What follows belongs to an exercise in optimizing a design on an open flow for small area; a production flow would make more cautious choices. Function was checked by simulation only, so behaviour that the tests miss may differ from the original. The flow treats the clock pin as an ideal source. Dropping or thinning the clock tree relies on that and would not hold on a real chip. No activity file was given, so power comes from the tool's default toggle rates.

// flashmap
module flashmap (
    input  wire        clk,
    input  wire        rst,           
    input  wire        cpu_valid,
    input  wire        cpu_we,
    input  wire [15:0] cpu_addr,
    input  wire [7:0]  cpu_wdata,
    output wire        cpu_ready,
    output reg         cpu_rvalid,
    output wire [7:0]  cpu_rdata,
    output wire [18:0] mem_addr,
    output wire        mem_we,
    output wire [7:0]  mem_wdata,
    input  wire [7:0]  mem_rdata,
    output wire [12:0] ram_addr,
    output wire        ram_we,
    output wire [7:0]  ram_wdata,
    input  wire [7:0]  ram_rdata,
    output wire [1:0]  game_slot,
    output wire [2:0]  bank_slot2
);
==> module flashmap, before the edit <==
module flashmap (
    input  wire        clk,
    input  wire        rst,           
    input  wire        cpu_valid,
    input  wire        cpu_we,
    input  wire [15:0] cpu_addr,
    input  wire [7:0]  cpu_wdata,
    output wire        cpu_ready,
    output reg         cpu_rvalid,
    output wire [7:0]  cpu_rdata,
    output wire [18:0] mem_addr,
    output wire        mem_we,
    output wire [7:0]  mem_wdata,
    input  wire [7:0]  mem_rdata,
    output wire [12:0] ram_addr,
    output wire        ram_we,
    output wire [7:0]  ram_wdata,
    input  wire [7:0]  ram_rdata,
    output wire [1:0]  game_slot,
    output wire [2:0]  bank_slot2
);
    localparam [1:0] MODE_NONE = 2'd0;
    localparam [1:0] MODE_ID   = 2'd3;
    localparam [1:0] MODE_SE   = 2'd2;
    localparam [1:0] MODE_BP   = 2'd1;
    reg  [1:0]  game_slot_q;
    reg  [2:0]  bank_slot2_q;
    reg         busy_q;
    reg  [1:0]  mode_q;
    reg  [1:0]  sc_q;
    reg  [1:0]  y_q;
    localparam [13:0] ERASE_POL = 14'b10101010101010;
    reg  [13:0] cnt_q;
    reg         p_q, u_q, v_q;
    wire        accept   = cpu_valid && !busy_q;
    wire        do_read  = accept && !cpu_we;
    wire        do_write = accept && cpu_we;
    wire [1:0]  window   = cpu_addr[15:14];
    wire        in_rom   = (window != 2'd3);
    wire        wr_low   = do_write && in_rom;
    wire        addr_5555 = (cpu_addr == 16'h5555);
    wire        addr_2aaa = (cpu_addr == 16'h2AAA);
    wire        p_aa = addr_5555 && cpu_wdata == 8'hAA;
    wire        p_55 = addr_2aaa && cpu_wdata == 8'h55;
    wire        p_80 = addr_5555 && cpu_wdata == 8'h80;
    wire        p_a0 = addr_5555 && cpu_wdata == 8'hA0;
    wire        p_90 = addr_5555 && cpu_wdata == 8'h90;
    wire seq_step = do_write && (addr_5555 || addr_2aaa);
    wire done_bp  = y_q == 2'd3 && sc_q[0] && p_55;
    wire done_se  = sc_q[1] && p_a0;
    wire done_id  = sc_q[1] && p_90;
    wire seq_done = done_bp || done_se || done_id;
    reg [1:0] y_nx;
    always @(*) begin
        case (y_q)
            2'd0:    y_nx = p_aa ? 2'd1 : 2'd0;
            2'd1:    y_nx = p_55 ? 2'd2 : 2'd0;
            2'd2:    y_nx = p_80 ? 2'd3 : 2'd0;
            default: y_nx = (p_aa && !sc_q[0]) ? 2'd3 : 2'd0;
        endcase
    end
    wire [1:0] sc_nx = {sc_q[0] && p_55, !sc_q[0] && !sc_q[1] && p_aa};
    wire consume    = wr_low && !(seq_step && seq_done);
    wire do_program = consume && mode_q == MODE_BP;
    wire       w0 = window == 2'd0;
    wire       w1 = window == 2'd1;
    wire       sect_neg = game_slot_q == 2'd0 && bank_slot2_q[2:1] == 2'd0 &&
                          (w0 || (w1 && !bank_slot2_q[0]));
    wire       erase_start = consume && mode_q == MODE_SE &&
                             cpu_wdata == 8'h30 && !sect_neg;
    wire [13:0] es      = cnt_q ^ ERASE_POL;      
    wire        es_z    = es[12:0] == 13'd0;
    wire        es_fb   = es[13] ^ es[4] ^ es[2] ^ es[0] ^ es_z;
    wire        erase_end = busy_q && es_z && es[13];
    always @(posedge clk) begin
        if (rst) begin
            game_slot_q  <= 2'd0;
            bank_slot2_q <= 3'd2;
            busy_q       <= 1'b0;
            mode_q       <= MODE_NONE;
            sc_q         <= 2'd0;
            y_q          <= 2'd0;
        end else begin
            if (do_write && cpu_addr == 16'hFFFE)
                game_slot_q <= cpu_wdata[1:0];
            if (do_write && cpu_addr == 16'hFFFF)
                bank_slot2_q <= cpu_wdata[2:0];
            if (seq_step) begin
                sc_q <= sc_nx;
                y_q  <= y_nx;
            end
            if (busy_q) begin
                if (erase_end) begin
                    busy_q <= 1'b0;
                    mode_q <= MODE_NONE;
                end
            end else if (seq_step && seq_done) begin
                if (done_bp)      mode_q <= MODE_BP;
                else if (done_se) mode_q <= MODE_SE;
                else              mode_q <= MODE_ID;
            end else if (erase_start) begin
                busy_q <= 1'b1;
                mode_q <= {w0, w1};
            end else if (consume) begin
                mode_q <= MODE_NONE;
            end
        end
    end
    always @(posedge clk) begin
        if (busy_q && !rst)
            cnt_q <= {es[12:0], es_fb} ^ ERASE_POL;
        else
            cnt_q <= ERASE_POL;
    end
    wire id_rd = window == 2'd0 && mode_q == MODE_ID;
    always @(posedge clk) begin
        cpu_rvalid <= do_read && !rst;
        p_q <= !in_rom;
        u_q <= id_rd && cpu_addr[13:0] != 14'd0;
        v_q <= id_rd && cpu_addr[13:0] != 14'd1;
    end
    wire       sel_mem = !p_q && !u_q && !v_q;
    wire [7:0] cval    = {u_q | v_q, u_q & v_q, u_q | v_q, u_q | v_q,
                          v_q, u_q | v_q, u_q | v_q, u_q | v_q};
    assign cpu_rdata = ({8{p_q}} & ram_rdata) | ({8{sel_mem}} & mem_rdata) | cval;
    wire [4:0] gb  = {game_slot_q, bank_slot2_q};
    wire       brw = busy_q && (mode_q[1] || (mode_q[0] && !gb[0]));
    wire [4:0] bor = {brw && gb[3:1] == 3'd0, brw && gb[2:1] == 2'd0,
                      brw && !gb[1], brw, busy_q && mode_q[0]};
    wire [4:0] wbank = {game_slot_q, window[1] ? bank_slot2_q : {2'd0, window[0]}};
    assign cpu_ready  = !busy_q;
    assign mem_addr   = {game_slot_q ^ bor[4:3],
                         busy_q ? bank_slot2_q ^ bor[2:0] : wbank[2:0],
                         (cnt_q & (cpu_addr[13:0] | {14{busy_q}}) & ERASE_POL) |
                         ((cnt_q | (cpu_addr[13:0] & {14{!busy_q}})) & ~ERASE_POL)};
    assign mem_we     = busy_q || do_program;
    assign mem_wdata  = cpu_wdata | {8{busy_q}};
    assign ram_addr   = cpu_addr[12:0];
    assign ram_we     = do_write && !in_rom;
    assign ram_wdata  = cpu_wdata;
    assign game_slot  = game_slot_q;
    assign bank_slot2 = bank_slot2_q;
endmodule
==> flow/config.mk <==
export PLATFORM = sky130hd
export DESIGN_NAME = flashmap
export DESIGN_NICKNAME = flashmap
export VERILOG_FILES = /design/flow/design.v
export SDC_FILE = /design/flow/constraint.sdc
export NUM_CORES = 4
export LEC_CHECK = 0
export CAP_MARGIN = 20
export CORE_MARGIN = 2
export CORE_UTILIZATION = 40
export SLEW_MARGIN = 20
==> flow/constraint.sdc <==
create_clock -name core_clock -period 7.0 [get_ports {clk}]
set_input_delay 1.4000 -clock core_clock [delete_from_list [all_inputs] [get_ports {clk}]]
set_output_delay 1.4000 -clock core_clock [all_outputs]
set_load 0.01 [all_outputs]
standard.sh (not shown) runs the stock make flow with config.mk's settings and CLKGATE_MAP_FILE= SYNTH_SCRIPT=/design/flow/synth_recipe.tcl, a recipe that flattens the netlist after the stock synthesis.
==> flow/flow/run.sh <==
#!/bin/bash
set -e
F=$(cd "$(dirname "$0")" && pwd)
mkdir -p abc
export AREA_ABC_DIR="$PWD/abc"
AREA_ABC_SCRIPTS=""
for seed in 0 3 7 11 19 23 31 37 41 43 47 53; do
  printf 'strash\n&get -n\n&deepsyn -T 15 -S %s\n&put\n&get -n\n&nf -R 1000 -p -C 32 -F 20\n&put\n' $seed > abc/deepsyn_$seed.abc
  AREA_ABC_SCRIPTS="$AREA_ABC_SCRIPTS $PWD/abc/deepsyn_$seed.abc"
done
export AREA_ABC_SCRIPTS
{ head -n 1 synth_recipe.tcl; cat "$F/abc_override.tcl"; tail -n +2 synth_recipe.tcl; } > area_synth.tcl
bash standard.sh SYNTH_SCRIPT="$PWD/area_synth.tcl" synth > synth.log 2>&1
bash standard.sh "BUFFER_PORTS_ARGS=-buffer_cell sky130_fd_sc_hd__buf_1" \
  "CTS_ARGS=-sink_clustering_enable -repair_clock_nets -buf_list sky130_fd_sc_hd__clkbuf_4 -dont_use_dummy_load" \
  "POST_CTS_TCL=$F/noroot.tcl" \
  finish > layout.log 2>&1
Other scripts of this flow, unchanged in this note and not shown: flow/flow/abc_override.tcl, flow/flow/noroot.tcl
Then changed:
--- a/flow/design.v
+++ b/flow/design.v
@@ -131,5 +131,5 @@
     assign cpu_ready  = !busy_q;
     assign mem_addr   = {game_slot_q ^ bor[4:3],
-                         busy_q ? bank_slot2_q ^ bor[2:0] : wbank[2:0],
+                         ((window[1] || busy_q) ? bank_slot2_q : {2'd0, window[0]}) ^ bor[2:0],
                          (cnt_q & (cpu_addr[13:0] | {14{busy_q}}) & ERASE_POL) |
                          ((cnt_q | (cpu_addr[13:0] & {14{!busy_q}})) & ~ERASE_POL)};
Outcome: The new run finished clean. Design area falls by 0.84%. Power falls by about 0.8%. Core utilization hardly moves. Sequential share of layout area rises by 0.25 points. Clock power falls by about 3%. First-iteration DRC count falls by 18%. Global-route usage falls by 0.39 points. Routed wire length falls by about 2.1%. Register-to-register slack gets worse by 0.26 ns. Non-clock buffer count is unchanged. Synthesized cell count falls by 1.4%. Fmax rises by about 13%.

## static timing again, ports no longer ideal
The results above use ideal ports. As a check the final layouts listed here were re-extracted and re-timed, cells and wires unchanged. Step 1, drivers: a clkbuf_16 drives clk and a buf_2 each remaining input, both assumed. Step 2 also shifts input and output timing later by t, the mid clock arrival at the registers, as if the neighbouring blocks saw the same clock. a / b / c = ideal ports / drivers / drivers and shift; a / b = the first two.
run | t (ns) | setup WS [ns] | latest minus earliest clock arrival (ns) | slew at the worst register clock pin (ns)
the first run | 0.193 | 2.024 / 2.002 / 2.002 | 0.010 / 0.010 | 0.09 / 0.09
the second run | 0.187 | 2.598 / 2.574 / 2.574 | 0.010 / 0.010 | 0.08 / 0.08
After both steps setup and hold are still met in every run listed. For the second run, which loses most, drivers alone change the setup slack by -0.024 ns; drivers and shift together by -0.024 ns.
